Background: an optimization exercise with open tools, aiming at small area, a short achievable clock period and few clock cycles. Do not read the settings as production practice.
Only simulation tests tie the RTL to the original design; equivalence was not proved.
Power and IR drop assume default switching activity.

$ cat flow/config.mk
export PLATFORM = sky130hd
export DESIGN_NAME = gf2n_copro
export DESIGN_NICKNAME = gf2n_copro
export VERILOG_FILES = /design/flow/design.v
export SDC_FILE = /design/flow/constraint.sdc
export NUM_CORES = 4
export LEC_CHECK = 0
export CAP_MARGIN = 20
export CORE_MARGIN = 2
export CORE_UTILIZATION = 40
export PLACE_DENSITY = 0.6
export SLEW_MARGIN = 20
$ cat flow/constraint.sdc
create_clock -name core_clock -period 8.0 [get_ports {clk}]
set_input_delay 1.6000 -clock core_clock [delete_from_list [all_inputs] [get_ports {clk}]]
set_output_delay 1.6000 -clock core_clock [all_outputs]
set_load 0.01 [all_outputs]
$ cat flow/design.v
module gf2n_copro (
    input  wire        clk,
    input  wire        rst,      
    input  wire        sel,
    input  wire        wr,
    input  wire [13:0] addr,
    input  wire [63:0] wdata,
    output reg  [63:0] rdata,
    output wire        busy,
    output wire        done,
    output wire        err
);
    localparam [13:0] ADDR_CMD     = 14'h0000;
    localparam [13:0] ADDR_STATUS  = 14'h0001;
    localparam [13:0] ADDR_ERRINFO = 14'h0002;
    localparam [13:0] ADDR_A       = 14'h0004;
    localparam [13:0] ADDR_B       = 14'h0005;
    localparam [13:0] ADDR_M       = 14'h0006;
    localparam [13:0] ADDR_N       = 14'h0007;
    localparam [13:0] ADDR_RES     = 14'h0008;
    localparam [13:0] ADDR_RESA    = 14'h0009;
    localparam [13:0] ADDR_RESB    = 14'h000A;
    localparam [13:0] ADDR_TRCCNT  = 14'h000D;
    localparam [63:0] OP_REDUCE   = 64'd3;
    localparam [63:0] OP_MULTIPLY = 64'd4;
    localparam [63:0] OP_EVALUATE = 64'd5;
    localparam [1:0] CUR_ILLEGAL  = 2'd0;
    localparam [1:0] CUR_REDUCE   = 2'd1;
    localparam [1:0] CUR_MULTIPLY = 2'd2;
    localparam [1:0] CUR_EVALUATE = 2'd3;
    localparam [3:0] F_ILLEGAL   = 4'd1;
    localparam [3:0] F_DEGRANGE  = 4'd2;
    localparam [3:0] F_MODDEG    = 4'd7;
    localparam [3:0] F_NONCANON  = 4'd8;
    localparam [2:0] PH_IDLE  = 3'd0;
    localparam [2:0] PH_START = 3'd1;
    localparam [2:0] PH_REDA  = 3'd2;
    localparam [2:0] PH_REDB  = 3'd3;
    localparam [2:0] PH_MULT  = 3'd4;
    reg [63:0] reg_a, reg_b, reg_m, reg_n;
    reg [63:0] reg_res, reg_resa, reg_resb;
    reg [7:0]  trccnt;
    reg        st_done, st_err;
    reg [3:0]  st_errcode;
    reg        errinfo;
    reg [2:0]  phase;
    reg [1:0]  cur;
    reg [63:0] wv, wa, wb, acc;
    assign busy = (phase != PH_IDLE);
    assign done = st_done;
    assign err  = st_err;
    function [6:0] deg64;
        input [63:0] v;
        integer i;
        begin
            deg64 = 7'h7F;
            for (i = 0; i < 64; i = i + 1)
                if (v[i]) deg64 = i[6:0];
        end
    endfunction
    function ge_n;
        input [63:0] v;
        input [5:0]  n;
        reg   [6:0]  d;
        begin
            d = deg64(v);
            ge_n = (v != 64'd0) && (d[5:0] >= n);
        end
    endfunction
    wire [5:0] n6       = reg_n[5:0];
    wire       n_range  = (reg_n[63:6] != 58'd0);           
    wire [6:0] deg_m    = deg64(reg_m);
    wire       m_bad    = (reg_m == 64'd0) || (deg_m[5:0] != n6);
    wire       a_noncan = ge_n(reg_a, n6);
    wire       b_noncan = ge_n(reg_b, n6);
    wire [6:0]  deg_wv   = deg64(wv);
    wire        wv_high  = ge_n(wv, n6);
    wire [5:0]  r_shift  = deg_wv[5:0] - n6;
    wire [63:0] r_sm     = reg_m << r_shift;
    wire [63:0] r_nv     = wv ^ r_sm;
    wire [63:0] m_acc    = wb[0] ? (acc ^ wa) : acc;
    wire [63:0] m_as     = {wa[62:0], 1'b0};
    wire        m_ovf    = m_as[n6];
    wire [63:0] m_anext  = m_ovf ? (m_as ^ reg_m) : m_as;
    wire host_wr = sel && wr && !busy;
    always @(*) begin
        case (addr)
            ADDR_STATUS:  rdata = {56'd0, st_errcode, 1'b0, st_err, st_done, busy};
            ADDR_ERRINFO: rdata = {63'd0, errinfo};
            ADDR_A:       rdata = reg_a;
            ADDR_B:       rdata = reg_b;
            ADDR_M:       rdata = reg_m;
            ADDR_N:       rdata = reg_n;
            ADDR_RES:     rdata = reg_res;
            ADDR_RESA:    rdata = reg_resa;
            ADDR_RESB:    rdata = reg_resb;
            ADDR_TRCCNT:  rdata = {56'd0, trccnt};
            default:      rdata = 64'd0;
        endcase
    end
    always @(posedge clk) begin
        if (rst) begin
            reg_a      <= 64'd0;
            reg_b      <= 64'd0;
            reg_m      <= 64'd0;
            reg_n      <= 64'd0;
            reg_res    <= 64'd0;
            reg_resa   <= 64'd0;
            reg_resb   <= 64'd0;
            trccnt     <= 8'd0;
            st_done    <= 1'b0;
            st_err     <= 1'b0;
            st_errcode <= 4'd0;
            errinfo    <= 1'b0;
            phase      <= PH_IDLE;
        end else begin
            if (host_wr) begin
                case (addr)
                    ADDR_A: reg_a <= wdata;
                    ADDR_B: reg_b <= wdata;
                    ADDR_M: reg_m <= wdata;
                    ADDR_N: reg_n <= wdata;
                    ADDR_CMD: begin
                        case (wdata)
                            OP_REDUCE:   cur <= CUR_REDUCE;
                            OP_MULTIPLY: cur <= CUR_MULTIPLY;
                            OP_EVALUATE: cur <= CUR_EVALUATE;
                            default:     cur <= CUR_ILLEGAL;
                        endcase
                        phase      <= PH_START;
                        st_done    <= 1'b0;
                        st_err     <= 1'b0;
                        st_errcode <= 4'd0;
                        errinfo    <= 1'b0;
                    end
                    default: ;
                endcase
            end
            case (phase)
                PH_START: begin
                    if (cur == CUR_ILLEGAL) begin
                        st_errcode <= F_ILLEGAL;
                        st_err     <= 1'b1;
                        st_done    <= 1'b1;
                        phase      <= PH_IDLE;
                    end else begin
                        trccnt <= 8'd0;
                        if (n_range) begin
                            st_errcode <= F_DEGRANGE;
                            st_err     <= 1'b1;
                            st_done    <= 1'b1;
                            phase      <= PH_IDLE;
                        end else if (m_bad) begin
                            st_errcode <= F_MODDEG;
                            st_err     <= 1'b1;
                            st_done    <= 1'b1;
                            phase      <= PH_IDLE;
                        end else if (cur == CUR_MULTIPLY && (a_noncan || b_noncan)) begin
                            st_errcode <= F_NONCANON;
                            st_err     <= 1'b1;
                            st_done    <= 1'b1;
                            errinfo    <= !a_noncan;
                            phase      <= PH_IDLE;
                        end else if (cur == CUR_MULTIPLY) begin
                            wa    <= reg_a;
                            wb    <= reg_b;
                            acc   <= 64'd0;
                            phase <= PH_MULT;
                        end else begin
                            wv    <= reg_a;
                            phase <= PH_REDA;
                        end
                    end
                end
                PH_REDA, PH_REDB: begin
                    if (wv_high) begin
                        wv     <= r_nv;
                        trccnt <= trccnt + 8'd1;
                    end else if (phase == PH_REDA && cur == CUR_REDUCE) begin
                        reg_res <= wv;
                        st_done <= 1'b1;
                        phase   <= PH_IDLE;
                    end else if (phase == PH_REDA) begin
                        reg_resa <= wv;
                        wv       <= reg_b;
                        phase    <= PH_REDB;
                    end else begin
                        reg_resb <= wv;
                        wa       <= reg_resa;
                        wb       <= wv;
                        acc      <= 64'd0;
                        phase    <= PH_MULT;
                    end
                end
                PH_MULT: begin
                    if (wb != 64'd0) begin
                        acc    <= m_acc;
                        wa     <= m_anext;
                        wb     <= {1'b0, wb[63:1]};
                        trccnt <= trccnt + 8'd1;
                    end else begin
                        reg_res <= acc;
                        st_done <= 1'b1;
                        phase   <= PH_IDLE;
                    end
                end
                default: ;
            endcase
        end
    end
endmodule
$ cat flow/run.sh
#!/bin/bash
# synth_recipe.tcl (not shown) runs the flow's synth.tcl, then flattens the netlist and writes it again
# the make line also repeats each setting of config.mk as NAME=value (left out here)
make -C /OpenROAD-flow-scripts/flow DESIGN_CONFIG=/design/flow/config.mk WORK_HOME=/design/flow/orfs CLKGATE_MAP_FILE= SYNTH_SCRIPT=/design/flow/synth_recipe.tcl finish
==> notes.md <==
layout by cell type, fill, tap and decap left out, drive strengths merged, types with 15 or more instances in the layout:
master,netlist,layout
a22oi,185,185
nand3,130,130
a31oi,54,54
xor2,39,39
and2,15,15
clkbuf,437,122
a222oi,67,67
nor3b,55,55
inv,64,71
a221oi,52,52
o211ai,15,15
buf,90,102
mux2i,141,141
a21oi,516,516
ha,19,19
nor2b,64,64
clkinv,2,21
nand2,1128,1128
edfxtp,258,258
nor3,76,76
mux4,100,100
nor4,121,121
a311oi,69,69
o21bai,16,16
o31ai,29,29
o21ai,200,200
clkdlybuf4s50,0,147
or4,34,34
nand4,42,42
nor2,324,324
xnor2,111,111
dfxtp,466,466
and3,26,26
sequential cells by signal (all words and copies together) (netlist names), 2 cells and up:
register    cells
acc            64
reg_a          64
reg_b          64
reg_m          64
reg_n          64
reg_res        64
reg_resa       64
reg_resb       64
wa             64
wb             64
wv             64
trccnt          8
st_errcode      4
phase           3
cur             2
path summary, 6_finish.rpt:
path / slack, ps / from / to / cells past startpoint
max reg2reg: 950 / wv[20] / wv[61] / 16
max: 950 / wv[20] / wv[61] / 16
min reg2reg: 450 / reg_resb[60] / reg_resb[60] / 2
min: 450 / reg_resb[60] / reg_resb[60] / 2
power groups by stage:
stage / combinational [uW] / sequential (uW) / clock [uW]
after floorplan: 42.6 / 3870 / 0
after global placement: 130 / 3870 / 0
final: 132 / 3790 / 3980
after detailed placement: 130 / 3870 / 0
after global routing: 138 / 3780 / 4140
after CTS: 130 / 3790 / 3990
through the flow:
step,util [%],instance area (sq um),worst slack (ps)
global placement,42.4,44600,1260
global route,45.0,47400,882
CTS,45.0,47400,1190
floorplan,-,42400,605
finish,45.0,47400,948
detailed placement,42.4,44600,1210
kinds of logic after synthesis:
| family | after synthesis | share of synthesized area, % |
|---|---|---|
| XOR/XNOR | 150 | 3.10 |
| flip-flops | 724 | 40.3 |
| buffers and inverters | 593 | 5.61 |
| AO/OA/AOI/OAI | 1314 | 19.9 |
| multiplexers | 252 | 8.95 |
| AND/OR/NAND/NOR | 2053 | 21.5 |
| adder cells (fa/ha/maj) | 20 | 0.608 |
area by class of cell:
class / instances / area [sq um]
inverters: 66 / 248
clock inverters: 31 / 314
fillers: 10200 / 57900
multi-input cells: 3789 / 23200
flip-flops and latches: 724 / 17100
well taps: 1391 / 1740
repair buffers: 249 / 2360
clock buffers: 122 / 2480
layer usage:
| layer | GRT usage [%] | vias up | share of wire, % |
|---|---|---|---|
| met5 | 0 | - | 0.072 |
| met4 | 16.2 | 20 | 5.4 |
| met3 | 6.68 | 515 | 11 |
| met2 | 50.7 | 2680 | 44 |
| met1 | 44.8 | 20500 | 39 |
| li1 | - | 18200 | - |
worst register-to-register path: cells and delay by family, from the launching register on:
| family | cells | cell delay, ps |
|---|---|---|
| buffers and inverters | 1 | 350 |
| DFF | 1 | 600 |
| and+or+nand+nor | 1 | 680 |
| AOI/OAI and AO/OA | 8 | 2190 |
| muxes | 4 | 1750 |
| xor gates and xnor gates | 1 | 200 |
| adders and majority gates | 1 | 1120 |
==> run_results.csv <==
group,metric,value,unit
run_status,outcome,"no timing/DRC/antenna violations",
grt,grt_usage,33.2,%
floorplan,die_h,330,um
synthesis,synth.largest_area_cell,"dfxtp_1",
setup_path,cp.arrival,7560,ps
floorplan,io_pins,149,
synthesis,synth_async_sr_flop_share,0,%
synthesis,ys_ff_latch,724,
synthesis,syn-instance-count,5106,
synthesis,synth-main-ff-cell,"dfxtp_1",
power,power,7900,uW
grt,grt_first_pass_wirelength,269000,um
run,maxCapViolCount,0,
finish,antenna_cells,0,
placement,place_hpwl,129000,um
clock_network,ctsRootBufferMaster,"clkbuf_16",
floorplan,core,105000,sq um
sta,fin_crit,7050,ps
floorplan,placementRows,119,
setup_path,cp-end-kind,"register",
synthesis,synth_area_per_cell,8.30,sq um
placement,port-buffer-count,148,
clock_network,cts_tree,"built",
power,peakVddDrop,0.000131,V
clock_network,clock_latency,690,ps
sta,max_slew_margin,12.6,%
floorplan,initial_utilization,40.3,%
placement,gp_congestion,1.02,
route,detail-route-antenna-nets,0,
sta,rsz0062_at_grt,"no",
setup_path,cp_top_family,"compound AO/OA/AOI/OAI gates",
synthesis,synth_area,42400,sq um
clock_network,ctsResizeCount,0,
setup_path,worstPathRequired,8510,ps
setup_path,slowest_stage,"fa_2",
synthesis,synth_top_area_share,22.0,%
clock_network,htree_levels,3,
synthesis,synth-edff-count,258,
grt,overflow,0,
grt,grt_pass1_vias,37900,
route,drc_errors,0,
route,via_per_inst,6.57,
clock_network,clock_path_buffers,3,
synthesis,synth_area_leaders,"dfxtp_1 22%, edfxtp_1 18%, nand2_1 10%, a21oi_1 6.1%, mux4_2 5.3%",
setup_path,cp_num_buf_inv,1,
clock_network,numCtsBuffers,82,
floorplan,die_area,109000,sq um
route,dr.first_iter.drc_count,6652,
synthesis,synth_common_cells,"1127 x nand2_1, 516 x a21oi_1, 466 x dfxtp_1",
power,seqPwrFrac,47.9,%
sta,slew_viol_final,0,
power,p_sw_share,22.2,%
setup_path,cp_slowest_stage_delay,1120,ps
synthesis,post-synth-top-count-cell,"nand2_1",
route,dr.pass1.iters,10,
power,clock_power_share,50.4,%
setup_path,cp_cell_sequence,"nor4_1, o311ai_0, a311o_1, a31oi_1, a31oi_1, o21ai_0, a31oi_1, fa_2, buf_4, mux4_2, mux2i_1, mux4_2, mux2i_1, xnor2_1, a211o_1, o21ai_0",
sta,post-route-period-util,88.2,%
min_path,hold_class,"reg2reg",
finish,fin_nets,5014,
power,power.density,167,nW/um^2
finish,syn_to_final_growth,11.8,%
sta,clock.fmax,142,MHz
clock_network,post-cts-setup-buffers,0,
power,power.leakage,0.0151,uW
placement,dpl.cell_count,6218,
sta,final.setup.tns,0,ps
sta,worst-slew-pin-transition,1300,ps
sta,hold_viol,0,
sta,timing.hold.ws,453,ps
power,p_switching,1750,uW
route,drt-total-wl,186000,um
clock_network,postCtsHoldBufs,0,
route,via_count,41900,
power,combPwrFrac,1.7,%
synthesis,ys_seq_area_share,40.3,%
floorplan,die_w,330,um
setup_path,start_kind,"register",
grt,grt_max_degree,198,
grt,antenna_found_initial,13,
synthesis,ys_types,83,
sta,fin_skew,40.3,ps
finish,fin_cells,6372,
power,internal-power,6140,uW
setup_path,cp_max_fo,31,
sta,setup_violations,0,
synthesis,synth_nets,5208,
clock_network,cts.sinks,724,
route,wl_per_cell,29.1,um
finish,post_route_cells_drive_above_1_share,8.01,%
setup_path,crit_type,"reg2reg",
setup_path,cpMostUsedCell,"a31oi_1",
synthesis,yosys_warnings,1,
clock_network,clk_pin_slew,70,ps
Testbench counts, summed over its fixed seeds: cycles 54,416.

afterwards: timing with drivers on the ports:
How much do the figures lean on ideal ports? The routed layout below was timed once more, with nothing changed but the port constraints. Step 1 (the two cells are an assumption about what drives the block):
set clk [get_ports {clk}]
set_driving_cell -lib_cell sky130_fd_sc_hd__clkbuf_16 $clk
set_driving_cell -lib_cell sky130_fd_sc_hd__buf_2 [delete_from_list [all_inputs] $clk]
Step 2 adds t to the input delays and takes it off the output delays; t is the mean of the earliest and latest rising clock arrival at the registers after step 1. Input paths then give back, and output paths get back, about the clock's delay inside the block. a / b / c = ideal ports / drivers / drivers and shift; a / b = the first two.
t (ns): 0.746
slack for setup (ns): 0.948 / 0.948 / 0.948
clock arrival spread, ns: 0.040 / 0.041
worst register clock-pin slew, ns: 0.07 / 0.07
pins driven straight from the clock port: 1
After both steps setup and hold are still met in this run. For this run, drivers alone change the setup slack by 0.000 ns; drivers and shift together by 0.000 ns.
